Context: an optimization exercise on an open-source flow, tuned for small area, a short achievable clock period and few clock cycles. The choices shown serve that exercise and are no tape-out recipe.
At most, simulation tests tie the RTL to the original design; equivalence was not proved.
Only the layout flow was run in runs 1 to 4 and 6 to 8; the RTL was not checked for function there.
Power figures rest on the tool's default switching activity, not on a simulated workload.

`flow/design.v`:
```
module msr_ring (
    input  wire        clk,
    input  wire        rst,
    input  wire        cmd_valid,
    output wire        cmd_ready,
    input  wire [1:0]  cmd_op,
    input  wire [15:0] cmd_arg,
    output reg         rsp_valid,
    output reg  [15:0] rsp_data
);
    localparam RING_CAP = 32;
    localparam R        = 2;             
    localparam NSTEP    = 16 / R;
    localparam OP_PUSH  = 2'd0;
    localparam OP_AVG   = 2'd1;
    localparam OP_SLOT  = 2'd2;
    localparam OP_CUR   = 2'd3;
    reg [15:0]   sr [0:RING_CAP-1];      
    reg [4:0]    cur;
    reg          full;                   
    reg [20:0]   sum;                    
    reg          v1;
    reg [1:0]    op1;
    reg [15:0]   arg1;
    reg          nz1;                    
    reg          ready;
    assign cmd_ready = ready;
    wire accept = cmd_valid & ready & ~rst;
    reg          busy;
    reg [4:0]    rem;
    reg [2:0]    step;
    reg          first;                  
    reg [6:0]    cur3;                   
    integer i;
    wire push = v1 & (op1 == OP_PUSH) & nz1;
    reg  [4:0]  pos;                                     
    reg         slot_ok;
    wire [15:0] slot_val = slot_ok ? sr[pos] : 16'd0;
    reg  [16:0] delta;
    wire [4:0]  cur_nx  = cur + {4'd0, push};
    wire        full_nx = full | (push & (cur == 5'd31));
    wire [20:0] sum_nx  = push ? sum + {{4{delta[16]}}, delta} : sum;
    wire [15:0] old_nx  = ~full_nx ? 16'd0 : push ? sr[RING_CAP-2] : sr[RING_CAP-1];
    wire [6:0]  t  = {first ? sum[20:16] : rem, sum[15:14]};
    wire [7:0]  e1 = {1'b0, t} - {3'b0, cur};
    wire [7:0]  e2 = {1'b0, t} - {2'b0, cur, 1'b0};
    wire [7:0]  e3 = {1'b0, t} - {1'b0, cur3};
    wire        g1 = ~e1[7];
    wire        g2 = ~e2[7];
    wire        g3 = ~e3[7];
    wire [4:0]  drem = g3 ? e3[4:0] : g2 ? e2[4:0] : g1 ? e1[4:0] : t[4:0];
    wire [1:0]  dq   = {g2, g3 | (g1 & ~g2)};
    always @(posedge clk) begin
        if (push) begin
            for (i = RING_CAP - 1; i > 0; i = i - 1)
                sr[i] <= sr[i-1];
            sr[0] <= arg1;
        end
    end
    wire start_div = accept & (cmd_op == OP_AVG) & ~full_nx & (cur_nx != 5'd0);
    always @(posedge clk) begin
        arg1 <= cmd_arg;
        nz1  <= cmd_arg != 16'd0;
        delta <= {1'b0, cmd_arg} - {1'b0, old_nx};
        pos     <= cur_nx + ~cmd_arg[4:0];
        slot_ok <= full_nx | (cmd_arg[4:0] < cur_nx);
        op1  <= cmd_op;
        rem  <= drem;
        first <= start_div;
        step <= start_div ? 3'd0 : step + 3'd1;
        if (busy)
            rsp_data <= {rsp_data[15-R:0], dq};
        else
            case (op1)
                OP_PUSH: rsp_data <= 16'd0;
                OP_AVG:  rsp_data <= full ? sum[20:5] : 16'd0;
                OP_SLOT: rsp_data <= slot_val;
                default: rsp_data <= {11'd0, cur};
            endcase
        if (rst) begin
            v1        <= 1'b0;
            ready     <= 1'b1;
            cur       <= 5'd0;
            cur3      <= 7'd0;
            full      <= 1'b0;
            sum       <= 21'd0;
            busy      <= 1'b0;
            rsp_valid <= 1'b0;
        end else begin
            v1   <= accept;
            cur  <= cur_nx;
            if (push)
                cur3 <= cur3 + 7'd3;
            full <= full_nx;
            if (busy)
                sum <= {sum[20:16], sum[15-R:0], sum[15:16-R]};
            else
                sum <= sum_nx;
            if (busy && step == NSTEP - 2)
                ready <= 1'b1;
            if (busy && step == NSTEP - 1)
                busy <= 1'b0;
            if (start_div) begin
                busy  <= 1'b1;
                ready <= 1'b0;
            end
            rsp_valid <= busy ? (step == NSTEP - 1) : v1;
        end
    end
endmodule
```
`flow/flow/run.sh`:
```
#!/bin/bash
# Layout flow: the standard flow (standard synthesis included), with the
# port buffers made plain buffers (buf_4) instead of the delay cells that
# buffer_ports otherwise picks. Each step's log stays in orfs/logs; make's
# own output goes to make_flow.log here.
set -euo pipefail
export BUFFER_PORTS_ARGS="-buffer_cell sky130_fd_sc_hd__buf_4"
bash standard.sh > make_flow.log 2>&1
```
`flow/standard.sh`:
```
#!/bin/bash
# synth_recipe.tcl (not shown) runs the flow's synth.tcl, then flattens the netlist and writes it again
# the make line also repeats each setting of config.mk as NAME=value (left out here)
make -C /OpenROAD-flow-scripts/flow DESIGN_CONFIG=/design/flow/config.mk WORK_HOME=/design/flow/orfs CLKGATE_MAP_FILE= SYNTH_SCRIPT=/design/flow/synth_recipe.tcl "${@:-finish}"
```
`flow/config.mk`:
```
export PLATFORM = sky130hd
export DESIGN_NAME = msr_ring
export DESIGN_NICKNAME = msr_ring
export VERILOG_FILES = /design/flow/design.v
export SDC_FILE = /design/flow/constraint.sdc
export NUM_CORES = 4
export LEC_CHECK = 0
export ABC_CLOCK_PERIOD_IN_PS = 3000
export CAP_MARGIN = 20
export CORE_MARGIN = 2
export CORE_UTILIZATION = 40
export SETUP_SLACK_MARGIN = 5
export SLEW_MARGIN = 20
```
`flow/constraint.sdc`:
```
create_clock -name core_clock -period 8.0 [get_ports {clk}]
set_input_delay 1.6000 -clock core_clock [delete_from_list [all_inputs] [get_ports {clk}]]
set_output_delay 1.6000 -clock core_clock [all_outputs]
set_load 0.01 [all_outputs]
```
==> results of run 1 <==
-- power by group through the flow --
stage	registers [mW]	clock network, mW	logic [mW]
final	3.61	2.88	0.648
after global routing	3.62	3.03	0.701
after CTS	3.61	2.92	0.628
after detailed placement	3.68	0	0.604
after global placement	3.68	0	0.595
after floorplan	3.65	0	0.418
-- per-layer routing --
metal / global-route usage, % / vias up / routed length [µm] / part of all wire [%]
met5: 0 / - / 0 / 0
met3: 3.927 / 155 / 7515 / 10
met2: 35.85 / 945 / 34020 / 45
li1: - / 7172 / - / -
met1: 32.64 / 8444 / 30900 / 41
met4: 8.538 / 0 / 2534 / 3.4
-- worst register-to-register path, delay by kind of cell (launching register included) --
family	cells	cell delay [ns]
AO/OA/AOI/OAI	9	1.67
AND/OR/NAND/NOR	2	0.29
buffers and inverters	2	0.24
flip-flops	1	0.34
adder cells (fa/ha/maj)	2	0.36
-- path summary, 6_finish.rpt --
kind | start | end | depth (start not counted)
worst min register to register | arg1[8]$_DFF_P_ | sr[0][8]$_DFFE_PN_ | 0
worst max register to register | op1[1]$_DFF_P_ | delta[16]$_DFF_P_ | 15
worst max-delay path | cmd_arg[0] | delta[16]$_DFF_P_ | 12
worst min-delay path | arg1[8]$_DFF_P_ | sr[0][8]$_DFFE_PN_ | 0
-- cell families after synthesis --
group / after synthesis / synth area share, %
multiplexers: 23 / 0.9791
flip-flops: 617 / 69.85
XOR/XNOR: 42 / 1.484
AO/OA/AOI/OAI: 462 / 13.00
adder cells (fa/ha/maj): 73 / 3.866
AND/OR/NAND/NOR: 443 / 8.681
buffers and inverters: 126 / 2.140
-- through the flow --
| step | worst slack, ns | hold WS [ns] | util, % | area [µm²] |
|---|---|---|---|---|
| 2_1_floorplan | 3.690 | 0.3855 | - | 24890 |
| 3_3_place_gp | 3.669 | 0.3865 | 42.52 | 26140 |
| 3_5_place_dp | 3.578 | 0.3905 | 42.52 | 26140 |
| 4_1_cts | 5.008 | 0.4056 | 46.46 | 28560 |
| 5_1_grt | 4.868 | 0.4098 | 46.95 | 28870 |
| 6_report | 4.990 | 0.4040 | 46.95 | 28870 |
-- flip-flops by register name (all words and copies together), names as in the netlist, 2 cells and up --
register and flops:
arg1 16, cur 5, cur3 7, delta 17
op1 2, pos 5, rem 5, rsp_data 16
sr 512, step 3, sum 21
-- placed cells by master, fill, tap and decap left out, types with 36 or more instances in the layout --
| cell | synthesis | routed |
|---|---|---|
| clkbuf_16 | 0 | 61 |
| edfxtp_1 | 496 | 496 |
| nand2_1 | 155 | 152 |
| ha_1 | 67 | 62 |
| nor2_1 | 93 | 78 |
| inv_1 | 51 | 48 |
| o21ai_0 | 62 | 60 |
| a22oi_1 | 205 | 205 |
| dfxtp_1 | 121 | 117 |
| a21oi_1 | 71 | 67 |
| buf_4 | 5 | 103 |
| nand4_1 | 36 | 36 |
-- cell type report --
cell class	count	share of cell area, %
repair buffers	119	3.632
flip-flops and latches	617	60.03
inverters	51	0.7326
well taps	790	3.424
multi-input cells	1043	25.22
clock inverters	36	1.279
repair inverters	4	0.1300
clock buffers	76	5.553
-- timing repair --
item | in CTS | in global routing
setup endpoints to repair | 129 | 104
hold endpoints to repair | 0 | 0
pin swaps | 15 | 12
gates resized for setup | 34 | 27
setup buffers | 23 | 19
cloned | 6 | 0
==> flow_metrics.tcl, run 1 <==
set metrics [dict create \
    hold_class "flip-flop to flip-flop" \
    path_buf_inv 2 \
    synth_edf_count 496 \
    yosys_most_used_dff "edfxtp_1" \
    crit_chain "buf_4 > inv_2 > ha_4 > fa_2 > nor2b_1 > o21ai_2 > a21boi_2 > o41ai_4 > o21ai_2 > o41ai_2 > o21ai_1 > a31oi_1" \
    cp_max_fo 3 \
    endpoint_kind "flip-flop" \
    grt_pass1_vias 16100 \
    avgSynthCellArea_um2 13.88 \
    clk_pin_slew_worst_paths_ns 0.06 \
    p_leak_nw 9.991 \
    peakVddDrop_uv 190.0 \
    p_per_area_nw_per_um2 247.6 \
    hpwl_um 46220 \
    die_w_um 253.0 \
    cp_top_family "compound AO/OA/AOI/OAI gates" \
    nFillCells 5377 \
    fmax_mhz 332.2 \
    synth_cells 1786 \
    hold_viol_final 0 \
    nNetsFinal 1990 \
    wire_per_inst_um 27.40 \
    core.rowCount 91 \
    totalWireLength_um 74970 \
    p_int_mw 5.417 \
    sw_frac_of_total_pct 24.21 \
    syn_nets 1880 \
    layout-drive-gt1-share_pct 15.06 \
    path_common_cell "o21ai_2" \
    yosysWarnings 2 \
    gp_congestion 0.8768 \
    grt_max_degree 99 \
    start_kind "input port" \
    synthArstFlopShare_pct 0 \
    drt_iter0_markers 2272 \
    worstMarginPinSlew_ns 1.081 \
    drc 0 \
    arrival_ns 3.58 \
    synthTopCellsByArea "edfxtp_1, dfxtp_1, a22oi_1" \
    cts_tree "built" \
    coreArea_um2 61480 \
    clockPowerShare_pct 40.4 \
    portBuffers 38 \
    instances_no_fill 2736 \
    synth_most_common_cell "edfxtp_1" \
    setup_viol 0 \
    tns_ns 0 \
    final-max-slew-violation-count 0 \
    power.switching_mw 1.730 \
    routed-via-count 16720 \
    fin_crit_ns 3.010 \
    start_util_pct 40.32 \
    dp_cells 2576 \
    syn_to_final_growth_pct 16.43 \
    cap_violations 0 \
    post-route-period-util_pct 37.63 \
    worstPathRequired_ns 8.57 \
    crit_slowest_cell "o41ai_2" \
    die-area_um2 63990 \
    skew_ns 0.03336 \
    clockBufferDepth 3 \
    yosysSeqAreaShare_pct 69.85 \
    critical_path_class "input port to flip-flop" \
    insertion_delay_ns 0.65 \
    seqPwrFrac_pct 50.6 \
    fin_total_pwr_mw 7.147 \
    holdBufCountCts 0 \
    synth_cell_types 77 \
    antenna_left 0 \
    status "finished clean" \
    max_stage_delay_ns 0.35 \
    io_pins 39 \
    vias_per_cell 6.110 \
    die_h_um 253.0 \
    clock-sinks 617 \
    synth_area_um2 24790 \
    grt_overflow 0 \
    synth_top_area_share_pct 60.08 \
    ff_latch_area_um2 17330 \
    multi_input_area_um2 7281 \
    p_comb_share_pct 9.1 \
    cts_max_level 2 \
    slew_headroom_pct 27.94 \
    firstDrtPassIters 6 \
    synth_top_cell_by_area "edfxtp_1" \
    synth_seq_cells 617 \
    cts_made_buffers 60 \
    cts-root-buf "clkbuf_16" \
    rsz0062_at_grt "yes" \
    rrSetupSlack_ns 5.01 \
    grt_util_all_layers_pct 23.10 \
    synth_common_cells "edfxtp_1, a22oi_1, nand2_1" \
    diodes 0 \
    antenna_found_initial 0 \
    grt_pass1_wl_um 107900 \
]
==> run 2: changes to the inputs <==
==> flow/flow/run.sh (replaced) <==
#!/bin/bash
# Layout flow: the standard flow (standard synthesis included), with the
# port buffers made plain buffers (buf_4) instead of the delay cells that
# buffer_ports otherwise picks, and timing repair aimed at a tighter setup
# margin. Each step's log stays in orfs/logs; make's own output goes to
# make_flow.log here.
set -euo pipefail
export BUFFER_PORTS_ARGS="-buffer_cell sky130_fd_sc_hd__buf_4"
export SETUP_SLACK_MARGIN=5.4
bash standard.sh > make_flow.log 2>&1
--- a/flow/config.mk
+++ b/flow/config.mk
@@ -10,4 +10,3 @@
 export CORE_MARGIN = 2
 export CORE_UTILIZATION = 40
-export SETUP_SLACK_MARGIN = 5
 export SLEW_MARGIN = 20
==> flow_metrics.tcl, run 2 <==
set metrics [dict create \
    status "finished clean" \
    cap_violations 0 \
    skew_ns 0.04989 \
    reg2reg_depth 20 \
    yosysWarnings 2 \
    slew_headroom_pct 40.47 \
    synthTopCellsByArea "edfxtp_1, dfxtp_1, a22oi_1" \
    synth_most_common_cell "edfxtp_1" \
    rsz0062_at_grt "yes" \
    synth_compound_area_share_pct 13.00 \
    critical_path_class "flip-flop to flip-flop" \
    clk_pin_slew_worst_paths_ns 0.06 \
    arrival_ns 3.64 \
    cts_made_buffers 61 \
    yosys_most_used_dff "edfxtp_1" \
    grt_max_degree 93 \
    met2_length_um 36450 \
    antenna_left 0 \
    top_regs "sr (512), sum (21), delta (17)" \
    synth_cells 1786 \
    vias_per_cell 6.132 \
    stdcell_area_um2 30290 \
    start_util_pct 40.32 \
    coreArea_um2 61480 \
    synth_fa_ha_area_share_pct 3.866 \
    largest_register "sr" \
    hold_depth 0 \
    antenna_found_initial 4 \
    hold_viol_final 0 \
    firstDrtPassIters 6 \
    top_layer "met5" \
    cp_max_fo 5 \
    peakVddDrop_uv 186.8 \
    totalWireLength_um 78550 \
    synthSimpleGateAreaFrac_pct 8.681 \
    portBuffers 38 \
    syn_nets 1880 \
    synth_seq_cells 617 \
    p_leak_nw 10.62 \
    hpwl_um 47280 \
    final_cell_mix "edfxtp_1, a22oi_1, nand2_1" \
    hold_ws_ns 0.4026 \
    post-route-period-util_pct 38.57 \
    layout-drive-gt1-share_pct 22.62 \
    cts_max_level 2 \
    synth_xor_area_share_pct 1.484 \
    hold_end "sr[0][13]$_DFFE_PN_" \
    cts-root-buf "clkbuf_16" \
    fin_crit_ns 3.085 \
    synthArstFlopShare_pct 0 \
    largest_reg_flops 512 \
    timing.rr.end "delta[10]$_DFF_P_" \
    cts_tree "built" \
    avgSynthCellArea_um2 13.88 \
    nFillCells 5239 \
    holdBufCountCts 0 \
    synth_common_cells "edfxtp_1, a22oi_1, nand2_1" \
    fmax_mhz 324.1 \
    clock-sinks 617 \
    fin_total_pwr_mw 7.452 \
    io_pins 39 \
    wl_met3_um 8139 \
    fin_ws_ns 4.915 \
    final-max-slew-violation-count 0 \
    setup_viol 0 \
    worstMarginPinSlew_ns 0.8930 \
    grt_util_all_layers_pct 23.95 \
    synth_top_cell_by_area "edfxtp_1" \
    p_per_area_nw_per_um2 246.1 \
    wire_per_inst_um 27.94 \
    insertion_delay_ns 0.66 \
    core.rowCount 91 \
    r2r-start "op1[1]$_DFF_P_" \
    preCtsSetupSlack_ns 3.689 \
    synth_edf_count 496 \
    yosysSeqAreaShare_pct 69.85 \
    hold_class "flip-flop to flip-flop" \
    die_h_um 253.0 \
    routed-via-count 17240 \
    worstPathRequired_ns 8.55 \
    die-area_um2 63990 \
    start_kind "flip-flop" \
    m1WireLength_um 30920 \
    drc 0 \
    tns_ns 0 \
    grt_pass1_vias 16550 \
    drt_iter0_markers 2315 \
    syn_to_final_growth_pct 22.16 \
    rrSetupSlack_ns 4.91 \
    min-delay-start "arg1[13]$_DFF_P_" \
    synth_cell_types 77 \
    synth_area_um2 24790 \
    nNetsFinal 2063 \
    place_area_um2 26170 \
    gp_congestion 0.8671 \
    endpoint_kind "flip-flop" \
    die_w_um 253.0 \
    synth_top_family_by_area "compound AO/OA/AOI/OAI gates" \
    clockBufferDepth 3 \
    synth_top_area_share_pct 60.08 \
    grt_pass1_wl_um 111500 \
    final_common_cell "edfxtp_1" \
    grt_overflow 0 \
    synth_mux_area_share_pct 0.9791 \
]
==> run 2: cell counts after synthesis <==
Identical to the previous run, type by type.
==> run 2: per-layer routing <==
| metal | vias up | GRT usage [%] |
|---|---|---|
| li1 | 7311 | - |
| met5 | - | 0 |
| met1 | 8665 | 32.33 |
| met2 | 1034 | 38.12 |
| met3 | 222 | 4.914 |
| met4 | 6 | 9.265 |
==> run 2: worst max path at each step <==
stage / to / from / depth (start not counted) / slack, ns
finish: delta[10]$_DFF_P_ / op1[1]$_DFF_P_ / 20 / 4.91
detailed placement: delta[14]$_DFF_P_ / op1[0]$_DFF_P_ / 14 / 3.69
global route: delta[10]$_DFF_P_ / op1[1]$_DFF_P_ / 20 / 4.73
CTS: delta[14]$_DFF_P_ / op1[1]$_DFF_P_ / 15 / 5.03
global placement: delta[14]$_DFF_P_ / op1[0]$_DFF_P_ / 14 / 3.82
floorplan: delta[14]$_DFF_P_ / op1[1]$_DFF_P_ / 18 / 3.69
==> run 2: through the flow <==
step                      cells  utilization [%]
after floorplan            1786                -
after global placement     2576            42.56
after detailed placement   2576            42.56
after CTS                  2790            48.57
after global routing       2810            49.25
final                      2811            49.26
==> run 2: timing repair <==
action                     4_1_cts  5_1_grt
cloned                           6        3
gates resized for setup        166       56
pin swaps                       52       26
setup endpoints to repair      400       96
setup buffers                   94       17
==> run 2: power breakdown <==
part / switching, mW / internal [mW] / total, mW
sequential: 0.0787 / 3.54 / 3.62
combinational: 0.428 / 0.305 / 0.733
clock: 1.28 / 1.82 / 3.10
total: 1.78 / 5.67 / 7.45
==> run 2: final cells by class <==
| cell class | count | area (µm²) | area share [%] |
|---|---|---|---|
| flip-flops and latches | 617 | 17380 | 57.38 |
| multi-input cells | 1043 | 7669 | 25.32 |
| repair buffers | 191 | 1833 | 6.052 |
| clock buffers | 79 | 1654 | 5.462 |
| well taps | 790 | 988.4 | 3.264 |
| clock inverters | 35 | 510.5 | 1.686 |
| inverters | 51 | 214.0 | 0.7065 |
| repair inverters | 4 | 35.03 | 0.1157 |
| diodes | 1 | 2.502 | 0.008263 |
==> run 2: critical path, cell delays in order, from the launching register on <==
cell and delay, ns:
dfxtp_4 0.34, nand4bb_4 0.24, buf_12 0.17, inv_16 0.06, buf_4 0.10, mux2i_1 0.19, inv_1 0.08, nand2_2 0.10
inv_2 0.05, fa_2 0.34, nor2b_1 0.18, o21ai_2 0.10, a21boi_2 0.24, o41ai_4 0.10, o21ai_2 0.19, buf_4 0.13
buf_4 0.09, buf_4 0.09, buf_4 0.09, nor2_2 0.03, xnor2_1 0.11
==> run 2: kinds of logic (layout without fill, tap and decap cells) <==
logic type                 after synthesis  in the layout
muxes                                   23             23
xor gates and xnor gates                42             42
other                                    0              1
and+or+nand+nor                        443            443
adders and majority gates               73             73
AOI/OAI and AO/OA                      462            462
buffers and inverters                  126            360
DFF                                    617            617
==> run 3: changes to the inputs <==
--- a/flow/design.v
+++ b/flow/design.v
@@ -30,17 +30,29 @@
     reg [4:0]    rem;
     reg [2:0]    step;
-    reg          first;                  
     reg [6:0]    cur3;                   
     integer i;
     wire push = v1 & (op1 == OP_PUSH) & nz1;
-    reg  [4:0]  pos;                                     
-    reg         slot_ok;
-    wire [15:0] slot_val = slot_ok ? sr[pos] : 16'd0;
-    reg  [16:0] delta;
     wire [4:0]  cur_nx  = cur + {4'd0, push};
     wire        full_nx = full | (push & (cur == 5'd31));
+    reg  [3:0]  pos_lo;
+    reg  [7:0]  pos_hi;
+    reg         slot_ok;
+    wire [4:0]  pos_nx = cur_nx + ~cmd_arg[4:0];
+    reg  [15:0] slot_val;
+    integer j, k;
+    always @* begin
+        slot_val = 16'd0;
+        for (j = 0; j < 8; j = j + 1)
+            for (k = 0; k < 4; k = k + 1)
+                slot_val = slot_val | ({16{pos_hi[j] & pos_lo[k]}} & sr[4*j+k]);
+        slot_val = slot_ok ? slot_val : 16'd0;
+    end
+    reg  [16:0] delta;
     wire [20:0] sum_nx  = push ? sum + {{4{delta[16]}}, delta} : sum;
-    wire [15:0] old_nx  = ~full_nx ? 16'd0 : push ? sr[RING_CAP-2] : sr[RING_CAP-1];
-    wire [6:0]  t  = {first ? sum[20:16] : rem, sum[15:14]};
+    wire [15:0] old_p   = (full | (cur == 5'd31)) ? sr[RING_CAP-2] : 16'd0;
+    wire [15:0] old_n   = full ? sr[RING_CAP-1] : 16'd0;
+    wire [16:0] delta_p = {1'b0, cmd_arg} - {1'b0, old_p};
+    wire [16:0] delta_n = {1'b0, cmd_arg} - {1'b0, old_n};
+    wire [6:0]  t  = {rem, sum[15:14]};
     wire [7:0]  e1 = {1'b0, t} - {3'b0, cur};
     wire [7:0]  e2 = {1'b0, t} - {2'b0, cur, 1'b0};
@@ -62,10 +74,10 @@
         arg1 <= cmd_arg;
         nz1  <= cmd_arg != 16'd0;
-        delta <= {1'b0, cmd_arg} - {1'b0, old_nx};
-        pos     <= cur_nx + ~cmd_arg[4:0];
+        delta <= push ? delta_p : delta_n;
+        pos_lo  <= 4'd1 << pos_nx[1:0];
+        pos_hi  <= 8'd1 << pos_nx[4:2];
         slot_ok <= full_nx | (cmd_arg[4:0] < cur_nx);
         op1  <= cmd_op;
-        rem  <= drem;
-        first <= start_div;
+        rem  <= start_div ? sum_nx[20:16] : drem;
         step <= start_div ? 3'd0 : step + 3'd1;
         if (busy)
==> flow/flow/run.sh (replaced) <==
#!/bin/bash
# Layout flow: the standard flow (standard synthesis included), with the
# port buffers made plain buffers (buf_4) instead of the delay cells that
# buffer_ports otherwise picks. Each step's log stays in orfs/logs; make's
# own output goes to make_flow.log here.
set -euo pipefail
export BUFFER_PORTS_ARGS="-buffer_cell sky130_fd_sc_hd__buf_4"
bash standard.sh > make_flow.log 2>&1
--- a/flow/config.mk
+++ b/flow/config.mk
@@ -10,3 +10,4 @@
 export CORE_MARGIN = 2
 export CORE_UTILIZATION = 40
+export SETUP_SLACK_MARGIN = 5
 export SLEW_MARGIN = 20
==> flow_metrics.tcl, run 3 <==
set metrics [dict create \
    yosysSeqAreaShare_pct 71.17 \
    rsz0062_at_grt "yes" \
    yosysWarnings 2 \
    hold_viol_final 0 \
    synth_top_cell_by_area "edfxtp_1" \
    status "finished clean" \
    post-route-period-util_pct 37.88 \
    cts_max_level 2 \
    syn_to_final_growth_pct 15.83 \
    synth_top_area_share_pct 62.19 \
    synth_most_common_cell "edfxtp_1" \
    portBuffers 38 \
    grt_pass1_vias 15450 \
    seqPwrFrac_pct 51.0 \
    synth_seq_cells 623 \
    clk_pin_slew_worst_paths_ns 0.06 \
    firstDrtPassIters 7 \
    cap_violations 0 \
    syn_nets 1770 \
    hold_end "sr[0][0]$_DFFE_PP_" \
    die-area_um2 63810 \
    start_kind "input port" \
    p_per_area_nw_per_um2 249.5 \
    yosys_most_used_dff "edfxtp_1" \
    peakVddDrop_uv 188.5 \
    antenna_found_initial 2 \
    synthTopCellsByArea "edfxtp_1, dfxtp_1, a22oi_1" \
    critical_path_class "input port to flip-flop" \
    largest_reg_flops 512 \
    core.rowCount 91 \
    totalWireLength_um 72700 \
    cts_made_buffers 60 \
    tns_ns 0 \
    final-max-slew-violation-count 0 \
    synth_common_cells "edfxtp_1, a22oi_1, dfxtp_1" \
    synth_cell_types 71 \
    setup_viol 0 \
    clockPowerShare_pct 40.0 \
    p_int_mw 5.436 \
    instances_no_fill 2601 \
    final_common_cell "edfxtp_1" \
    final_cell_mix "edfxtp_1, a22oi_1, dfxtp_1" \
    layout-drive-gt1-share_pct 15.63 \
    largest_register "sr" \
    reg2reg_depth 10 \
    hold_ws_ns 0.3958 \
    arrival_ns 3.54 \
    fin_total_pwr_mw 7.145 \
    hold_depth 0 \
    cp_max_fo 3 \
    worstPathRequired_ns 8.51 \
    drt_iter0_markers 2620 \
    synth_cells 1676 \
    routed-via-count 16010 \
    fin_crit_ns 3.030 \
    io_pins 39 \
    start_util_pct 40.29 \
    vias_per_cell 6.153 \
    p_comb_share_pct 8.9 \
    gp_congestion 0.8611 \
    grt_pass1_wl_um 104000 \
    worstMarginPinSlew_ns 1.053 \
    place_area_um2 26090 \
    synth_edf_count 512 \
    r2r-start "pos_hi[3]$_SDFF_PP0_" \
    insertion_delay_ns 0.64 \
    cts-root-buf "clkbuf_16" \
    clockBufferDepth 3 \
    nNetsFinal 1855 \
    cts_tree "built" \
    fin_ws_ns 4.970 \
    skew_ns 0.01818 \
    drc 0 \
    endpoint_kind "flip-flop" \
    diodes 0 \
    coreArea_um2 61370 \
    synth_area_um2 24720 \
    holdBufCountCts 0 \
    slew_headroom_pct 29.78 \
    top_regs "sr (512), sum (21), delta (17)" \
    die_w_um 252.6 \
    grt_overflow 0 \
    power.switching_mw 1.709 \
    fmax_mhz 330.0 \
    min-delay-start "arg1[0]$_DFF_P_" \
    preCtsSetupSlack_ns 4.093 \
    avgSynthCellArea_um2 14.75 \
    p_leak_nw 9.612 \
    antenna_left 0 \
    grt_util_all_layers_pct 22.48 \
    dp_cells 2458 \
    synthArstFlopShare_pct 0 \
    sw_frac_of_total_pct 23.92 \
    clock-sinks 623 \
    final_util_pct 46.67 \
    rrSetupSlack_ns 5.02 \
    hpwl_um 45340 \
    grt_max_degree 86 \
    hold_class "flip-flop to flip-flop" \
    timing.rr.end "rsp_data[1]$_DFF_P_" \
    wire_per_inst_um 27.95 \
    stdcell_area_um2 28640 \
    die_h_um 252.6 \
]
[run 3: cell count changes after synthesis, sizes merged, moves of 14 or more]
cell,before,now
a22oi,205,119
nand2,155,72
a22o,9,62
a221oi,11,47
a222oi,5,35
and2,4,34
clkbuf,47,70
edfxtp,496,512
nor3,32,16
nor2,97,82
nand4,36,22
[run 3: how the worst max path moves through the flow]
stage	depth (start not counted)	to	from	slack, ns
2_1_floorplan	16	pos_hi[0]$_SDFF_PP0_	op1[1]$_DFF_P_	4.33
3_3_place_gp	16	delta[14]$_DFF_P_	op1[1]$_DFF_P_	4.17
3_5_place_dp	16	delta[14]$_DFF_P_	op1[1]$_DFF_P_	4.09
4_1_cts	16	delta[16]$_DFF_P_	op1[0]$_DFF_P_	4.92
5_1_grt	16	delta[16]$_DFF_P_	op1[0]$_DFF_P_	4.87
6_report	13	delta[14]$_DFF_P_	cmd_arg[0]	4.97
[run 3: routing by layer]
metal	track usage [%]	wire length, µm	share of wire (%)
met1	31.25	29300	40
met4	7.844	2603	3.6
met3	6.787	8962	12
met5	0	29	0.040
met2	33.48	31800	44
[run 3: timing repair]
item / in CTS / in global routing
hold endpoints to repair: 0 / 0
pin swaps: 14 / 23
endpoints found under the setup margin: 238 / 25
buffers inserted: 17 / 12
resized for setup: 48 / 29
gates cloned: 2 / 0
[run 3: cell families after synthesis]
| group | count (synthesis) | share of synthesized area, % |
|---|---|---|
| and+or+nand+nor | 302 | 5.936 |
| AOI/OAI and AO/OA | 482 | 14.60 |
| adders and majority gates | 73 | 3.877 |
| xor gates and xnor gates | 51 | 1.807 |
| muxes | 12 | 0.4960 |
| DFF | 623 | 71.17 |
| buffers and inverters | 133 | 2.110 |
[run 3: critical path, cell delays in order]
cell and delay (ns):
buf_6 0.12, inv_12 0.05, ha_4 0.13, fa_2 0.22, nor2b_4 0.05, o21ai_2 0.16
nand2b_4 0.08, a21oi_4 0.17, o21ai_2 0.09, a41o_1 0.21, o21ba_4 0.20, a311o_1 0.30
xor2_1 0.17
[run 3: power groups by stage]
stage               Sequential (mW)  Combinational (mW)  Clock [mW]
global placement               3.71               0.584           0
floorplan                      3.68               0.403           0
CTS                            3.64               0.610        2.90
global route                   3.65               0.689        3.01
detailed placement             3.71               0.594           0
finish                         3.65               0.638        2.86
[run 3: final cells by class]
type                            count  area, µm²
Sequential cell                   623      17620
Clock buffer                       79       1613
Fill cell                        5261      32730
Multi-Input combinational cell    920       6988
Timing Repair Buffer              108      870.8
Tap cell                          790      988.4
Timing Repair inverter              1      8.758
Inverter                           47      205.2
Clock inverter                     33      349.1
==> run 4: changes to the inputs <==
--- a/flow/config.mk
+++ b/flow/config.mk
@@ -10,4 +10,6 @@
 export CORE_MARGIN = 2
 export CORE_UTILIZATION = 40
+export CTS_CLUSTER_DIAMETER = 150
+export CTS_CLUSTER_SIZE = 30
 export SETUP_SLACK_MARGIN = 5
 export SLEW_MARGIN = 20
==> flow_metrics.tcl, run 4 <==
set metrics [dict create \
    hold_class "flip-flop to flip-flop" \
    die-area_um2 63810 \
    r2r-start "op1[0]$_DFF_P_" \
    largest_register "sr" \
    wire_per_inst_um 28.07 \
    arrival_ns 3.56 \
    hold_depth 0 \
    synth_top_cell_by_area "edfxtp_1" \
    path_depth 16 \
    cts_max_level 1 \
    yosys_most_used_dff "edfxtp_1" \
    coreArea_um2 61370 \
    drc 0 \
    synth_common_cells "edfxtp_1, a22oi_1, dfxtp_1" \
    rsz0062_at_grt "yes" \
    grt_overflow 0 \
    worstPathRequired_ns 8.53 \
    syn_nets 1770 \
    nFillCells 5380 \
    cts-root-buf "clkbuf_16" \
    vias_per_cell 6.237 \
    hold_end "sr[0][12]$_DFFE_PP_" \
    synthTopCellsByArea "edfxtp_1, dfxtp_1, a22oi_1" \
    post-route-period-util_pct 37.87 \
    preCtsSetupSlack_ns 4.093 \
    portBuffers 38 \
    cap_violations 0 \
    skew_ns 0.02368 \
    syn_to_final_growth_pct 10.78 \
    antenna_left 0 \
    grt_pass1_wl_um 102200 \
    start_util_pct 40.29 \
    layout-drive-gt1-share_pct 12.89 \
    fin_crit_ns 3.030 \
    path_buf_inv 1 \
    synth_area_um2 24720 \
    totalWireLength_um 71160 \
    cts_tree "built" \
    max_stage_delay_ns 0.38 \
    largest_reg_flops 512 \
    io_pins 39 \
    diodes 0 \
    gp_congestion 0.8611 \
    final-max-slew-violation-count 0 \
    top_regs "sr (512), sum (21), delta (17)" \
    hpwl_um 45340 \
    endpoint_kind "flip-flop" \
    grt_util_all_layers_pct 21.88 \
    p_leak_nw 9.003 \
    place_area_um2 26090 \
    cp-startpoint "op1[0]$_DFF_P_" \
    hold_ws_ns 0.4164 \
    dp_cells 2458 \
    hold_viol_final 0 \
    core.rowCount 91 \
    die_w_um 252.6 \
    synth_top_area_share_pct 62.19 \
    status "finished clean" \
    nNetsFinal 1822 \
    start_kind "flip-flop" \
    insertion_delay_ns 0.60 \
    slew_headroom_pct 30.99 \
    timing.rr.end "delta[14]$_DFF_P_" \
    rrSetupSlack_ns 4.97 \
    cp_max_fo 5 \
    reg2reg_depth 16 \
    setup_viol 0 \
    path_common_cell "o21ai_2" \
    crit_slowest_cell "dfxtp_4" \
    synth_seq_cells 623 \
    cp_top_family "compound AO/OA/AOI/OAI gates" \
    antenna_found_initial 0 \
    grt_pass1_vias 15090 \
    avgSynthCellArea_um2 14.75 \
    tns_ns 0 \
    p_per_area_nw_per_um2 213.0 \
    synth_cell_types 71 \
    crit_chain "nor2_4 > nand3_2 > buf_12 > and2_4 > a22o_1 > ha_4 > fa_2 > nor2b_4 > o21ai_2 > nand2b_4 > a21oi_4 > o21ai_2 > a41o_1 > o21ba_4 > a311o_1 > xor2_1" \
    clockBufferDepth 3 \
    critical_path_class "flip-flop to flip-flop" \
    clk_pin_slew_worst_paths_ns 0.12 \
    routed-via-count 15810 \
    synth_cells 1676 \
    stdcell_area_um2 27390 \
    synth_most_common_cell "edfxtp_1" \
    final_common_cell "edfxtp_1" \
    yosysWarnings 2 \
    synthArstFlopShare_pct 0 \
    holdBufCountCts 0 \
    instances_no_fill 2535 \
    final_cell_mix "edfxtp_1, a22oi_1, buf_4" \
    die_h_um 252.6 \
    cts_made_buffers 24 \
    drt_iter0_markers 2476 \
    grt_max_degree 86 \
    min-delay-start "arg1[12]$_DFF_P_" \
    firstDrtPassIters 6 \
    fin_ws_ns 4.970 \
    synth_edf_count 512 \
    worstMarginPinSlew_ns 1.035 \
    clock-sinks 623 \
    fmax_mhz 330.1 \
    peakVddDrop_uv 162.9 \
    yosysSeqAreaShare_pct 71.17 \
]
==> run 4: cell types whose count changed in the layout (fill, tap and decap cells not counted), sizes merged <==
cell / before / now
clkinvlp: 3 / 0
buf: 107 / 110
clkinv: 21 / 0
inv: 51 / 49
clkbuf: 79 / 42
bufinv: 6 / 0
==> run 4: worst register-to-register path, delay by kind of cell (launching register included) <==
family | cells | cell delay (ns)
xor gates and xnor gates | 1 | 0.15
AOI/OAI and AO/OA | 7 | 1.11
adders and majority gates | 2 | 0.53
DFF | 1 | 0.38
buffers and inverters | 1 | 0.17
and+or+nand+nor | 5 | 0.60
==> run 4: routing by layer <==
metal / GRT usage, % / routed length (µm)
met1: 31.76 / 29780
met2: 33.84 / 31630
met3: 4.367 / 7648
met4: 5.224 / 2098
met5: 0 / 0
==> run 4: logic make-up (layout without fill, tap and decap cells) <==
kind of cell / count (synthesis) / after routing / synth area share [%]
and+or+nand+nor: 302 / 302 / 5.936
AOI/OAI and AO/OA: 482 / 482 / 14.60
DFF: 623 / 623 / 71.17
adders and majority gates: 73 / 73 / 3.877
xor gates and xnor gates: 51 / 51 / 1.807
buffers and inverters: 133 / 202 / 2.110
muxes: 12 / 12 / 0.4960
==> run 4: how the worst max path moves through the flow <==
stage,to,slack (ns)
finish,delta[14]$_DFF_P_,4.97
global route,delta[14]$_DFF_P_,4.81
CTS,delta[16]$_DFF_P_,4.88
detailed placement,delta[14]$_DFF_P_,4.09
global placement,delta[14]$_DFF_P_,4.17
floorplan,pos_hi[0]$_SDFF_PP0_,4.33
==> run 4: cell type report <==
type	count	area, µm²	share of cell area (%)
sequential	623	17620	64.32
clock buffer	42	689.4	2.517
multi-input combinational	920	6978	25.48
inverter	47	205.2	0.7492
clock inverter	1	8.758	0.03198
tap	790	988.4	3.609
timing repair buffer	111	893.4	3.262
timing repair inverter	1	8.758	0.03198
==> run 4: repair_timing <==
item                       in CTS  in global routing
resized for setup              47                 31
pin swaps                      14                 24
setup buffers                  16                 16
setup endpoints to repair     238                 29
cloned                          2                  0
==> run 4: where the power goes <==
group          switching (mW)  internal (mW)
Sequential             0.0732           3.57
Combinational           0.387          0.248
Clock                   0.958          0.599
Total                    1.42           4.42
==> run 4: metrics by stage <==
stage | power, mW | util [%]
2_1_floorplan | 4.084 | -
3_3_place_gp | 4.294 | 42.52
3_5_place_dp | 4.306 | 42.52
4_1_cts | 5.827 | 44.19
5_1_grt | 6.003 | 44.63
6_report | 5.833 | 44.63
==> run 5: changes to the inputs <==
--- a/flow/design.v
+++ b/flow/design.v
@@ -23,5 +23,5 @@
     reg [1:0]    op1;
     reg [15:0]   arg1;
-    reg          nz1;                    
+    reg          push;                   
     reg          ready;
     assign cmd_ready = ready;
@@ -32,5 +32,4 @@
     reg [6:0]    cur3;                   
     integer i;
-    wire push = v1 & (op1 == OP_PUSH) & nz1;
     wire [4:0]  cur_nx  = cur + {4'd0, push};
     wire        full_nx = full | (push & (cur == 5'd31));
@@ -73,5 +72,4 @@
     always @(posedge clk) begin
         arg1 <= cmd_arg;
-        nz1  <= cmd_arg != 16'd0;
         delta <= push ? delta_p : delta_n;
         pos_lo  <= 4'd1 << pos_nx[1:0];
@@ -92,4 +90,5 @@
         if (rst) begin
             v1        <= 1'b0;
+            push      <= 1'b0;
             ready     <= 1'b1;
             cur       <= 5'd0;
@@ -101,4 +100,5 @@
         end else begin
             v1   <= accept;
+            push <= accept & (cmd_op == OP_PUSH) & (cmd_arg != 16'd0);
             cur  <= cur_nx;
             if (push)
--- a/flow/config.mk
+++ b/flow/config.mk
@@ -10,5 +10,5 @@
 export CORE_MARGIN = 2
 export CORE_UTILIZATION = 40
-export CTS_CLUSTER_DIAMETER = 150
+export CTS_CLUSTER_DIAMETER = 100
 export CTS_CLUSTER_SIZE = 30
 export SETUP_SLACK_MARGIN = 5
==> flow_metrics.tcl, run 5 <==
set metrics [dict create \
    place_area_um2 26420 \
    status "finished clean" \
    p_int_mw 4.487 \
    yosysSeqAreaShare_pct 69.93 \
    crit_slowest_cell "dfxtp_4" \
    diodes 0 \
    fmax_mhz 340.2 \
    cts_made_buffers 25 \
    stdcell_area_um2 27480 \
    final-max-slew-violation-count 0 \
    synth_top_area_share_pct 61.10 \
    synth_cell_types 77 \
    drc 0 \
    seqPwrFrac_pct 61.2 \
    grt_overflow 0 \
    synth_cells 1746 \
    fin_ws_ns 5.061 \
    hpwl_um 40120 \
    avgSynthCellArea_um2 14.41 \
    coreArea_um2 61940 \
    synth_area_um2 25160 \
    p_leak_nw 8.974 \
    p_per_area_nw_per_um2 218.4 \
    syn_to_final_growth_pct 9.219 \
    start_kind "flip-flop" \
    slew_headroom_pct 33.75 \
    largest_register "sr" \
    core.rowCount 91 \
    cap_violations 0 \
    die_h_um 254.8 \
    top_regs "sr (512), sum (21), delta (17)" \
    grt_pass1_vias 15080 \
    top_layer "met5" \
    grt_util_all_layers_pct 19.40 \
    m1WireLength_um 29300 \
    antenna_found_initial 2 \
    multi_input_area_um2 7186 \
    drt_iter0_markers 1790 \
    yosys_most_used_dff "edfxtp_1" \
    insertion_delay_ns 0.60 \
    preCtsSetupSlack_ns 4.216 \
    max_stage_delay_ns 0.38 \
    final_cell_mix "edfxtp_1, a22oi_1, nand2_1, dfxtp_1, buf_4" \
    worstMarginPinSlew_ns 0.9937 \
    clock-sinks 623 \
    largest_reg_flops 512 \
    io_pins 39 \
    vias_per_cell 5.976 \
    antenna_left 0 \
    setup_viol 0 \
    hold_class "flip-flop to flip-flop" \
    syn_nets 1840 \
    rsz0062_at_grt "yes" \
    firstDrtPassIters 7 \
    tns_ns 0 \
    cp_max_fo 11 \
    final_common_cell "edfxtp_1" \
    endpoint_kind "flip-flop" \
    power.switching_mw 1.515 \
    nNetsFinal 1836 \
    nFillCells 5602 \
    p_comb_share_pct 12.2 \
    layout-drive-gt1-share_pct 10.69 \
    synthArstFlopShare_pct 0 \
    gp_congestion 0.8555 \
    worstPathRequired_ns 8.47 \
    grt_max_degree 214 \
    die_w_um 254.8 \
    clockPowerShare_pct 26.6 \
    synth_seq_cells 623 \
    peakVddDrop_uv 185.5 \
    cts-root-buf "clkbuf_16" \
    skew_ns 0.01780 \
    synth_most_common_cell "edfxtp_1" \
    met2_length_um 28630 \
    wire_per_inst_um 24.63 \
    portBuffers 38 \
    critical_path_class "flip-flop to flip-flop" \
    totalWireLength_um 63930 \
    wl_met3_um 4420 \
    die-area_um2 64930 \
    start_util_pct 40.63 \
    arrival_ns 3.41 \
    synthTopCellsByArea "edfxtp_1, dfxtp_1, a22oi_1" \
    clk_pin_slew_worst_paths_ns 0.11 \
    crit_chain "and3_1 > a31oi_4 > nor2_4 > buf_12 > a22o_4 > ha_4 > fa_2 > nor2b_2 > o31a_1 > o21ai_2 > a22oi_2 > nand4_1 > nand2_1 > a31oi_1" \
    post-route-period-util_pct 36.74 \
    cts_tree "built" \
    synth_top_cell_by_area "edfxtp_1" \
    fin_crit_ns 2.939 \
    cts_max_level 1 \
    routed-via-count 15510 \
    grt_pass1_wl_um 95740 \
    hold_viol_final 0 \
    yosysWarnings 2 \
    clockBufferDepth 3 \
    synth_common_cells "edfxtp_1, a22oi_1, dfxtp_1" \
    ff_latch_area_um2 17630 \
    synth_edf_count 512 \
    sw_frac_of_total_pct 25.24 \
]
## run 5: area by class of cell
| class | instances | area share [%] |
|---|---|---|
| repair buffers | 73 | 2.363 |
| inverters | 55 | 0.7967 |
| multi-input cells | 964 | 26.14 |
| clock buffers | 39 | 2.558 |
| flip-flops and latches | 623 | 64.16 |
| well taps | 837 | 3.810 |
| clock inverters | 5 | 0.1684 |
## run 5: timing repair
action                     CTS  global route
hold buffers                 0             0
setup endpoints to repair   48            24
gates resized for setup     19            18
pin swaps                    2             7
setup buffers                9             4
## run 5: logic make-up after synthesis
logic type               share of synthesized area, %
AO/OA/AOI/OAI                                   15.73
XOR/XNOR                                        1.566
adder cells (fa/ha/maj)                         3.809
buffers and inverters                           2.511
flip-flops                                      69.93
multiplexers                                   0.2486
AND/OR/NAND/NOR                                 6.205
## run 5: power by group through the flow
stage                     clock [mW]  combinational [mW]  sequential, mW
after floorplan                    0               0.512            3.71
after global placement             0               0.701            3.75
after detailed placement           0               0.711            3.75
after CTS                       1.64               0.721            3.67
after global routing            1.74               0.805            3.68
final                           1.60               0.729            3.67
## run 5: critical path, delay by kind of cell, from the launching register on
family	cells	cell delay, ns
AOI/OAI and AO/OA	6	1.11
and+or+nand+nor	5	0.64
adders and majority gates	2	0.54
DFF	1	0.38
buffers and inverters	1	0.15
## run 5: metrics by stage
| stage | power [mW] | hold WS [ns] | instances | utilization, % |
|---|---|---|---|---|
| final | 6.002 | 0.4168 | 2596 | 44.37 |
| after global routing | 6.225 | 0.4234 | 2596 | 44.37 |
| after CTS | 6.033 | 0.4173 | 2591 | 44.17 |
| after detailed placement | 4.458 | 0.3895 | 2538 | 42.65 |
| after global placement | 4.448 | 0.3867 | 2538 | 42.64 |
| after floorplan | 4.220 | 0.3855 | 1746 | - |
## run 5: path summary, 6_finish.rpt
kind,start,end,slack [ns],depth (start not counted)
max,cur[4]$_SDFF_PP0_,delta[16]$_DFF_P_,5.06,14
min reg2reg,arg1[15]$_DFF_P_,sr[0][15]$_DFFE_PP_,0.42,0
max reg2reg,cur[4]$_SDFF_PP0_,delta[16]$_DFF_P_,5.06,14
min,arg1[15]$_DFF_P_,sr[0][15]$_DFFE_PP_,0.42,0
## run 5: layer usage
| metal | vias up | GRT usage, % |
|---|---|---|
| met3 | 76 | 2.603 |
| met4 | 2 | 4.545 |
| met2 | 626 | 29.73 |
| met1 | 7855 | 29.33 |
| met5 | - | 0 |
| li1 | 6954 | - |
Testbench counts of run 5, summed over its fixed seeds: cycles 8,189.
==> run 6: changes to the inputs <==
--- a/flow/design.v
+++ b/flow/design.v
@@ -51,6 +51,5 @@
     wire [15:0] old_p   = (full | (cur == 5'd31)) ? sr[RING_CAP-2] : 16'd0;
     wire [15:0] old_n   = full ? sr[RING_CAP-1] : 16'd0;
-    wire [16:0] delta_p = {1'b0, cmd_arg} - {1'b0, old_p};
-    wire [16:0] delta_n = {1'b0, cmd_arg} - {1'b0, old_n};
+    wire [15:0] old_nx  = push ? old_p : old_n;
     wire [6:0]  t  = {rem, sum[15:14]};
     wire [7:0]  e1 = {1'b0, t} - {3'b0, cur};
@@ -72,5 +71,5 @@
     always @(posedge clk) begin
         arg1 <= cmd_arg;
-        delta <= push ? delta_p : delta_n;
+        delta <= {1'b0, cmd_arg} - {1'b0, old_nx};
         pos_lo  <= 4'd1 << pos_nx[1:0];
         pos_hi  <= 8'd1 << pos_nx[4:2];
--- a/flow/config.mk
+++ b/flow/config.mk
@@ -10,6 +10,6 @@
 export CORE_MARGIN = 2
 export CORE_UTILIZATION = 40
-export CTS_CLUSTER_DIAMETER = 100
-export CTS_CLUSTER_SIZE = 30
+export CTS_CLUSTER_DIAMETER = 120
+export CTS_CLUSTER_SIZE = 24
 export SETUP_SLACK_MARGIN = 5
 export SLEW_MARGIN = 20
==> flow_metrics.tcl, run 6 <==
set metrics [dict create \
    largest_register "sr" \
    io_pins 39 \
    grt_util_all_layers_pct 21.97 \
    post-route-period-util_pct 37.29 \
    firstDrtPassIters 7 \
    worstPathRequired_ns 8.50 \
    cts-root-buf "clkbuf_16" \
    syn_to_final_growth_pct 10.57 \
    cts_made_buffers 29 \
    final_common_cell "edfxtp_1" \
    antenna_left 0 \
    clockBufferDepth 3 \
    die_w_um 253.8 \
    fin_crit_ns 2.983 \
    die_h_um 253.8 \
    synth_top_cell_by_area "edfxtp_1" \
    p_leak_nw 8.994 \
    start_kind "input port" \
    nNetsFinal 1842 \
    hpwl_um 45630 \
    antenna_found_initial 2 \
    synth_edf_count 512 \
    rrSetupSlack_ns 5.03 \
    dp_cells 2529 \
    max_stage_delay_ns 0.34 \
    cp_top_family "compound AO/OA/AOI/OAI gates" \
    hold_end "sr[0][6]$_DFFE_PP_" \
    endpoint_kind "flip-flop" \
    wire_per_inst_um 27.71 \
    layout-drive-gt1-share_pct 11.63 \
    min-delay-start "arg1[6]$_DFF_P_" \
    tns_ns 0 \
    critical_path_class "input port to flip-flop" \
    slew_headroom_pct 27.18 \
    reg2reg_depth 9 \
    diodes 0 \
    cap_violations 0 \
    grt_pass1_wl_um 104200 \
    crit_chain "buf_8 > inv_6 > ha_4 > fa_2 > nor2b_1 > o21ai_2 > a21boi_2 > o21ai_2 > a211o_1 > a41o_1 > mux2i_1 > o2111ai_1" \
    nFillCells 5535 \
    cts_tree "built" \
    fmax_mhz 335.2 \
    synthTopCellsByArea "edfxtp_1, dfxtp_1, a22oi_1" \
    core.rowCount 91 \
    vias_per_cell 6.145 \
    final_cell_mix "edfxtp_1, a22oi_1, dfxtp_1" \
    hold_viol_final 0 \
    r2r-start "pos_lo[1]$_SDFF_PP0_" \
    skew_ns 0.03553 \
    synth_area_um2 24950 \
    synth_seq_cells 623 \
    p_per_area_nw_per_um2 217.8 \
    final-max-slew-violation-count 0 \
    avgSynthCellArea_um2 14.64 \
    drt_iter0_markers 2276 \
    hold_class "flip-flop to flip-flop" \
    largest_reg_flops 512 \
    start_util_pct 40.44 \
    insertion_delay_ns 0.64 \
    syn_nets 1798 \
    path_common_cell "o21ai_2" \
    status "finished clean" \
    instances_no_fill 2608 \
    yosys_most_used_dff "edfxtp_1" \
    clock-sinks 623 \
    routed-via-count 16030 \
    crit_slowest_cell "fa_2" \
    peakVddDrop_uv 171.2 \
    timing.rr.end "rsp_data[2]$_DFF_P_" \
    synth_common_cells "edfxtp_1, a22oi_1, dfxtp_1" \
    cp_max_fo 3 \
    synth_top_area_share_pct 61.61 \
    grt_max_degree 219 \
    totalWireLength_um 72260 \
    coreArea_um2 61710 \
    cts_max_level 1 \
    gp_congestion 0.8893 \
    portBuffers 38 \
    path_buf_inv 2 \
    synth_most_common_cell "edfxtp_1" \
    yosysSeqAreaShare_pct 70.52 \
    grt_pass1_vias 15480 \
    grt_overflow 0 \
    synthArstFlopShare_pct 0 \
    setup_viol 0 \
    top_regs "sr (512), sum (21), delta (17)" \
    arrival_ns 3.48 \
    worstMarginPinSlew_ns 1.092 \
    synth_cell_types 72 \
    clk_pin_slew_worst_paths_ns 0.11 \
    drc 0 \
    rsz0062_at_grt "yes" \
    die-area_um2 64400 \
    yosysWarnings 2 \
    synth_cells 1704 \
    hold_depth 0 \
]
[run 6: cell count changes after synthesis, moves of 9 or more]
| cell | previous run | this run |
|---|---|---|
| a32oi_1 | 18 | 5 |
| a222oi_1 | 49 | 40 |
| nand4_1 | 9 | 20 |
| a221oi_1 | 20 | 36 |
| nand3_1 | 57 | 32 |
| buf_1 | 19 | 9 |
| o21ai_0 | 53 | 43 |
| and2_1 | 7 | 32 |
| nand2_1 | 92 | 52 |
| nor2_1 | 50 | 70 |
| a22oi_1 | 123 | 135 |
| a22o_1 | 61 | 49 |
[run 6: final cells by class]
type                    count  area, µm²  share of cell area [%]
flip-flops and latches    623      17620                   63.85
multi-input cells         937       7042                   25.52
well taps                 837       1047                   3.796
repair buffers             99      823.3                   2.984
clock buffers              53      815.8                   2.957
inverters                  58      226.5                  0.8208
clock inverters             1      20.02                 0.07256
[run 6: how the worst max path moves through the flow]
stage                      startpoint                 to  cells past startpoint
finish                     cmd_arg[0]  delta[14]$_DFF_P_                     12
global route        cur[3]$_SDFF_PP0_  delta[14]$_DFF_P_                     14
CTS                        cmd_arg[0]  delta[14]$_DFF_P_                     12
detailed placement    push$_SDFF_PP0_  delta[13]$_DFF_P_                     12
global placement      push$_SDFF_PP0_  delta[13]$_DFF_P_                     12
floorplan             push$_SDFF_PP0_  delta[14]$_DFF_P_                     14
[run 6: timing repair]
item	4_1_cts	5_1_grt
cloned	0	0
setup endpoints to repair	247	17
pin swaps	9	13
buffers inserted	10	14
hold buffers	0	0
gates resized for setup	21	23
[run 6: cell families after synthesis]
| logic type | count (synthesis) | synth area share [%] |
|---|---|---|
| and+or+nand+nor | 313 | 6.468 |
| xor gates and xnor gates | 42 | 1.474 |
| AOI/OAI and AO/OA | 496 | 14.92 |
| buffers and inverters | 144 | 2.201 |
| DFF | 623 | 70.52 |
| adders and majority gates | 73 | 3.841 |
| muxes | 13 | 0.5766 |
[run 6: routing by layer]
metal / vias up / part of all wire [%] / GRT usage (%)
met1: 8121 / 42 / 31.69
met5: - / 0 / 0
li1: 6874 / - / -
met3: 131 / 10 / 4.097
met4: 0 / 3.4 / 6.672
met2: 900 / 44 / 33.72
[run 6: stage by stage]
stage	hold WS, ns	setup WS, ns	total power [mW]	util (%)	instance area (µm²)
after CTS	0.4161	4.981	6.006	44.40	27400
after global routing	0.4188	4.928	6.196	44.71	27590
after detailed placement	0.3921	3.734	4.344	42.77	26390
after floorplan	0.3855	1.719	4.126	-	25120
after global placement	0.3900	3.780	4.333	42.77	26390
final	0.4163	5.017	6.009	44.71	27590
[run 6: power by group]
part           internal (mW)  leakage [nW]  switching [mW]  total (mW)
registers               3.57          5.57          0.0709        3.64
clock network          0.699         0.396            1.01        1.70
logic                  0.259          3.03           0.407       0.666
total                   4.53          8.99            1.48        6.01
==> run 7: changes to the inputs <==
--- a/flow/design.v
+++ b/flow/design.v
@@ -36,5 +36,4 @@
     reg  [3:0]  pos_lo;
     reg  [7:0]  pos_hi;
-    reg         slot_ok;
     wire [4:0]  pos_nx = cur_nx + ~cmd_arg[4:0];
     reg  [15:0] slot_val;
@@ -45,5 +44,4 @@
             for (k = 0; k < 4; k = k + 1)
                 slot_val = slot_val | ({16{pos_hi[j] & pos_lo[k]}} & sr[4*j+k]);
-        slot_val = slot_ok ? slot_val : 16'd0;
     end
     reg  [16:0] delta;
@@ -51,5 +49,6 @@
     wire [15:0] old_p   = (full | (cur == 5'd31)) ? sr[RING_CAP-2] : 16'd0;
     wire [15:0] old_n   = full ? sr[RING_CAP-1] : 16'd0;
-    wire [15:0] old_nx  = push ? old_p : old_n;
+    wire [16:0] delta_p = {1'b0, cmd_arg} - {1'b0, old_p};
+    wire [16:0] delta_n = {1'b0, cmd_arg} - {1'b0, old_n};
     wire [6:0]  t  = {rem, sum[15:14]};
     wire [7:0]  e1 = {1'b0, t} - {3'b0, cur};
@@ -71,8 +70,7 @@
     always @(posedge clk) begin
         arg1 <= cmd_arg;
-        delta <= {1'b0, cmd_arg} - {1'b0, old_nx};
+        delta <= push ? delta_p : delta_n;
         pos_lo  <= 4'd1 << pos_nx[1:0];
-        pos_hi  <= 8'd1 << pos_nx[4:2];
-        slot_ok <= full_nx | (cmd_arg[4:0] < cur_nx);
+        pos_hi  <= (full_nx | (cmd_arg[4:0] < cur_nx)) ? 8'd1 << pos_nx[4:2] : 8'd0;
         op1  <= cmd_op;
         rem  <= start_div ? sum_nx[20:16] : drem;
@@ -83,5 +81,5 @@
             case (op1)
                 OP_PUSH: rsp_data <= 16'd0;
-                OP_AVG:  rsp_data <= full ? sum[20:5] : 16'd0;
+                OP_AVG:  rsp_data <= sum[20:5];      
                 OP_SLOT: rsp_data <= slot_val;
                 default: rsp_data <= {11'd0, cur};
==> flow_metrics.tcl, run 7 <==
set metrics [dict create \
    status "finished clean" \
    synthArstFlopShare_pct 0 \
    cts_made_buffers 29 \
    grt_util_all_layers_pct 19.16 \
    crit_chain "buf_8 > inv_4 > ha_4 > fa_2 > nor2b_2 > o21ai_2 > a21boi_2 > o41a_1 > o31ai_4 > a21oi_2 > xor2_1" \
    arrival_ns 3.46 \
    start_util_pct 40.56 \
    synth_seq_cells 622 \
    synth_cell_types 74 \
    syn_nets 1870 \
    firstDrtPassIters 9 \
    final_cell_mix "edfxtp_1, a22oi_1, nand3_1" \
    clockBufferDepth 3 \
    nNetsFinal 1874 \
    portBuffers 38 \
    yosysSeqAreaShare_pct 69.97 \
    top_regs "sr (512), sum (21), delta (17)" \
    critical_path_class "input port to flip-flop" \
    cap_violations 0 \
    tns_ns 0 \
    insertion_delay_ns 0.62 \
    grtUsageMet2_pct 28.45 \
    die_w_um 254.6 \
    place_area_um2 26380 \
    clk_pin_slew_worst_paths_ns 0.10 \
    grt_use_met3_pct 2.511 \
    avgSynthCellArea_um2 14.15 \
    grt_overflow 0 \
    synth_top_cell_by_area "edfxtp_1" \
    io_pins 39 \
    grt_max_degree 211 \
    cp_max_fo 3 \
    largest_register "sr" \
    final_common_cell "edfxtp_1" \
    hold_ws_ns 0.4073 \
    endpoint_kind "flip-flop" \
    fmax_mhz 337.5 \
    slew_headroom_pct 28.81 \
    core.rowCount 91 \
    final-max-slew-violation-count 0 \
    yosysWarnings 2 \
    rrSetupSlack_ns 5.09 \
    synth_top_area_share_pct 61.20 \
    max_stage_delay_ns 0.47 \
    wire_per_inst_um 24.00 \
    rsz0062_at_grt "yes" \
    cp_top_family "compound AO/OA/AOI/OAI gates" \
    vias_per_cell 5.978 \
    synth_area_um2 25120 \
    crit_slowest_cell "o41a_1" \
    cts_tree "built" \
    stdcell_area_um2 27600 \
    layout-drive-gt1-share_pct 10.38 \
    skew_ns 0.02974 \
    cts_max_level 1 \
    antenna_found_initial 1 \
    synth_common_cells "edfxtp_1, a22oi_1, dfxtp_1" \
    syn_to_final_growth_pct 9.852 \
    p_per_area_nw_per_um2 216.5 \
    post-route-period-util_pct 37.03 \
    totalWireLength_um 63360 \
    nFillCells 5576 \
    die_h_um 254.6 \
    cts-root-buf "clkbuf_16" \
    hpwl_um 39480 \
    drt_iter0_markers 1842 \
    coreArea_um2 61940 \
    grt_pass1_wl_um 94920 \
    drc 0 \
    largest_reg_flops 512 \
    hold_viol_final 0 \
    start_kind "input port" \
    path_buf_inv 2 \
    worstPathRequired_ns 8.49 \
    grt_busiest_layer "met2" \
    fin_crit_ns 2.963 \
    hold_class "flip-flop to flip-flop" \
    use_met1_pct 28.36 \
    setup_viol 0 \
    gp_congestion 0.8618 \
    peakVddDrop_uv 157.2 \
    clock-sinks 622 \
    synth_cells 1776 \
    die-area_um2 64820 \
    worstMarginPinSlew_ns 1.068 \
    antenna_left 0 \
    synth_edf_count 512 \
    synth_most_common_cell "edfxtp_1" \
    routed-via-count 15780 \
    p_leak_nw 8.911 \
    grt_pass1_vias 15580 \
    yosys_most_used_dff "edfxtp_1" \
    synthTopCellsByArea "edfxtp_1, dfxtp_1, a22oi_1" \
]
run 7: final timing paths:
check	startpoint	to	depth (start not counted)
hold reg to reg	arg1[10]$_DFF_P_	sr[0][10]$_DFFE_PP_	0
setup reg to reg	cur[4]$_SDFF_PP0_	delta[12]$_DFF_P_	13
hold / removal	arg1[10]$_DFF_P_	sr[0][10]$_DFFE_PP_	0
setup / recovery	cmd_arg[0]	delta[12]$_DFF_P_	11
run 7: cells by family (layout without fill, tap and decap cells):
group	after synthesis	in the layout	share of synthesized area (%)
flops	622	622	69.97
compound gates	516	516	14.86
simple gates	348	348	6.813
buf+inv	160	186	2.495
fa+ha+maj	73	73	3.815
xor+xnor	46	46	1.604
mux	11	11	0.4483
other cells	0	1	0
run 7: through the flow:
step                power (mW)  setup WS [ns]  util [%]  instances
global placement         4.331          3.954     42.59       2568
floorplan                4.134          1.914         -       1776
global route             6.200          4.907     44.55       2640
finish                   5.974          5.037     44.55       2640
CTS                      6.002          4.995     44.09       2626
detailed placement       4.344          3.849     42.60       2568
run 7: timing repair:
action | in CTS | in global routing
pin swaps | 1 | 14
buffers inserted | 4 | 10
endpoints found under the setup margin | 127 | 98
gates resized for setup | 13 | 32
hold buffers | 0 | 0
cloned | 1 | 2
run 7: metal layers:
metal  vias up  share of wire [%]
met4         0                4.3
met3       116                7.2
met5         -                  0
li1       7031                  -
met2       634                 44
met1      8002                 45
run 7: where the power goes:
group          switching [mW]  leakage (nW)  internal, mW  total, mW
sequential             0.0906          5.57          3.56       3.65
combinational           0.387          2.95         0.258      0.645
clock                   0.983         0.389         0.692       1.67
run 7: layout make-up:
cell class                 instances  area, µm²  area share [%]
clock buffer                      52      812.0           2.943
timing repair buffer              75      683.2           2.476
clock inverter                     1      3.754         0.01360
tap                              837       1047           3.795
inverter                          58      232.7          0.8433
multi-input combinational        994       7189           26.05
antenna                            1      2.502        0.009068
sequential                       622      17630           63.87
run 7: worst register-to-register path, stage by stage (launching register included):
cell,delay [ns]
dfxtp_4,0.38
and3_4,0.19
a31oi_4,0.10
nor2_4,0.17
a22o_1,0.22
ha_4,0.17
fa_2,0.22
nor2b_2,0.05
o21ai_2,0.17
a21boi_2,0.10
o41a_1,0.47
o31ai_4,0.29
a21oi_2,0.11
xor2_1,0.16
==> run 8: changes to the inputs <==
--- a/flow/config.mk
+++ b/flow/config.mk
@@ -12,4 +12,5 @@
 export CTS_CLUSTER_DIAMETER = 120
 export CTS_CLUSTER_SIZE = 24
+export PLACE_DENSITY = 0.8
 export SETUP_SLACK_MARGIN = 5
 export SLEW_MARGIN = 20
==> flow_metrics.tcl, run 8 <==
set metrics [dict create \
    status "finished clean" \
    portBuffers 38 \
    final_cell_mix "edfxtp_1, a22oi_1, nand3_1" \
    setup_viol 0 \
    cts_made_buffers 29 \
    final_common_cell "edfxtp_1" \
    tns_ns 0 \
    core.rowCount 91 \
    clk_pin_slew_worst_paths_ns 0.10 \
    cap_violations 0 \
    vias_per_cell 6.068 \
    synthArstFlopShare_pct 0 \
    synth_edf_count 512 \
    r2r-start "cur[4]$_SDFF_PP0_" \
    cts_tree "built" \
    io_pins 39 \
    yosysWarnings 2 \
    routed-via-count 16000 \
    largest_register "sr" \
    insertion_delay_ns 0.61 \
    fmax_mhz 339.4 \
    antenna_left 0 \
    largest_reg_flops 512 \
    layout-drive-gt1-share_pct 10.11 \
    syn_nets 1870 \
    synth_most_common_cell "edfxtp_1" \
    stdcell_area_um2 27550 \
    rsz0062_at_grt "yes" \
    endpoint_kind "flip-flop" \
    start_util_pct 40.56 \
    dp_cells 2566 \
    p_leak_nw 8.889 \
    drc 0 \
    cp_max_fo 6 \
    slew_headroom_pct 31.63 \
    worstPathRequired_ns 8.50 \
    arrival_ns 3.45 \
    diodes 0 \
    nFillCells 5400 \
    drt_iter0_markers 2369 \
    yosysSeqAreaShare_pct 69.97 \
    synth_cell_types 74 \
    hold_class "flip-flop to flip-flop" \
    totalWireLength_um 60060 \
    firstDrtPassIters 8 \
    die_h_um 254.6 \
    cts-root-buf "clkbuf_16" \
    yosys_most_used_dff "edfxtp_1" \
    avgSynthCellArea_um2 14.15 \
    instances_no_fill 2637 \
    min-delay-start "arg1[13]$_DFF_P_" \
    worstMarginPinSlew_ns 1.025 \
    gp_congestion 0.9230 \
    start_kind "input port" \
    coreArea_um2 61940 \
    fin_total_pwr_mw 5.947 \
    p_per_area_nw_per_um2 215.8 \
    cp-startpoint "cmd_arg[1]" \
    critical_path_class "input port to flip-flop" \
    hold_viol_final 0 \
    grt_pass1_vias 15810 \
    skew_ns 0.02079 \
    die-area_um2 64820 \
    top_regs "sr (512), sum (21), delta (17)" \
    synth_top_cell_by_area "edfxtp_1" \
    grt_overflow 0 \
    grt_pass1_wl_um 91470 \
    final-max-slew-violation-count 0 \
    post-route-period-util_pct 36.83 \
    synth_common_cells "edfxtp_1, a22oi_1, dfxtp_1" \
    wire_per_inst_um 22.77 \
    synthTopCellsByArea "edfxtp_1, dfxtp_1, a22oi_1" \
    place_area_um2 26380 \
    hpwl_um 37580 \
    synth_cells 1776 \
    clock-sinks 622 \
    synth_seq_cells 622 \
    grt_util_all_layers_pct 17.96 \
    die_w_um 254.6 \
    cts_max_level 1 \
    nNetsFinal 1871 \
    syn_to_final_growth_pct 9.682 \
    antenna_found_initial 0 \
    peakVddDrop_uv 171.7 \
    synth_top_area_share_pct 61.20 \
    holdBufCountCts 0 \
    fin_crit_ns 2.947 \
    grt_max_degree 219 \
    synth_area_um2 25120 \
    clockBufferDepth 3 \
]
run 8: worst paths after layout:
| check | end | slack [ns] | cells after the start |
|---|---|---|---|
| worst max register to register | delta[12]$_DFF_P_ | 5.15 | 13 |
| worst min-delay path | sr[0][13]$_DFFE_PP_ | 0.41 | 0 |
| worst max-delay path | delta[15]$_DFF_P_ | 5.05 | 9 |
| worst min register to register | sr[0][13]$_DFFE_PP_ | 0.41 | 0 |
run 8: power breakdown:
part	switching (mW)	internal (mW)
Sequential	0.0717	3.56
Combinational	0.395	0.257
Clock	0.965	0.694
run 8: metrics by stage:
step / setup WS [ns] / hold WS [ns] / util, %
CTS: 5.006 / 0.4071 / 44.04
global route: 4.988 / 0.4144 / 44.49
global placement: 4.310 / 0.3868 / 42.59
floorplan: 1.914 / 0.3855 / -
finish: 5.053 / 0.4088 / 44.49
detailed placement: 4.158 / 0.3887 / 42.59
run 8: critical path, cell delays in order:
cell	delay, ns
buf_4	0.16
ha_1	0.30
nor2b_1	0.15
o21ai_1	0.10
a21boi_1	0.28
o22a_1	0.24
a31o_2	0.18
a211oi_1	0.07
or3_1	0.36
run 8: cell type report:
cell class | instances | area (µm²) | share of cell area [%]
Multi-Input combinational cell | 994 | 7186 | 26.08
Inverter | 58 | 241.5 | 0.8764
Sequential cell | 622 | 17610 | 63.92
Timing Repair Buffer | 72 | 641.9 | 2.329
Tap cell | 837 | 1047 | 3.801
Clock inverter | 2 | 12.51 | 0.04541
Clock buffer | 52 | 812.0 | 2.947
run 8: layer usage:
metal	vias to the layer above	global-route usage, %	share of wire, %
met5	-	0	0
met4	0	4.929	2.9
met3	109	2.807	8.9
met2	845	29.48	47
met1	8026	24.87	41
li1	7020	-	-
run 8: logic make-up (layout without fill, tap and decap cells):
group / Yosys count / after routing / share of synthesized area (%)
simple gates: 348 / 348 / 6.813
mux: 11 / 11 / 0.4483
xor+xnor: 46 / 46 / 1.604
buf+inv: 160 / 184 / 2.495
flops: 622 / 622 / 69.97
fa+ha+maj: 73 / 73 / 3.815
compound gates: 516 / 516 / 14.86
run 8: what timing repair did:
item	CTS	global route
endpoints found under the setup margin	21	15
setup buffers	4	12
pin swaps	2	12
cloned	0	0
resized for setup	6	36

-- re-timing with driven ports --
In the flow no input, the clock included, has a driving cell. The finished layouts below were timed again as built, in two steps.
Step 1 sets driving cells, clkbuf_16 on the clock port and buf_2 on the other inputs (assumed; they add their load-dependent delay and slew).
Step 2, shift: input delay + t, output delay - t, t = (earliest + latest rising clock arrival at the registers) / 2. This alone moves slack from input paths to output paths.
a / b / c = no drivers / after step 1 / after step 2; a / b = the first two.
run	t, ns	setup slack, ns
run 1	0.693	4.990 / 5.014 / 4.323
run 2	0.693	4.915 / 4.915 / 4.283
run 3	0.684	4.970 / 4.994 / 4.310
run 4	0.653	4.970 / 4.970 / 4.355
run 5	0.643	5.061 / 5.061 / 4.517
run 6	0.676	5.017 / 5.021 / 4.345
run 7	0.660	5.037 / 5.057 / 4.397
run 8	0.657	5.053 / 5.081 / 4.424
After both steps every run listed still meets setup and hold.
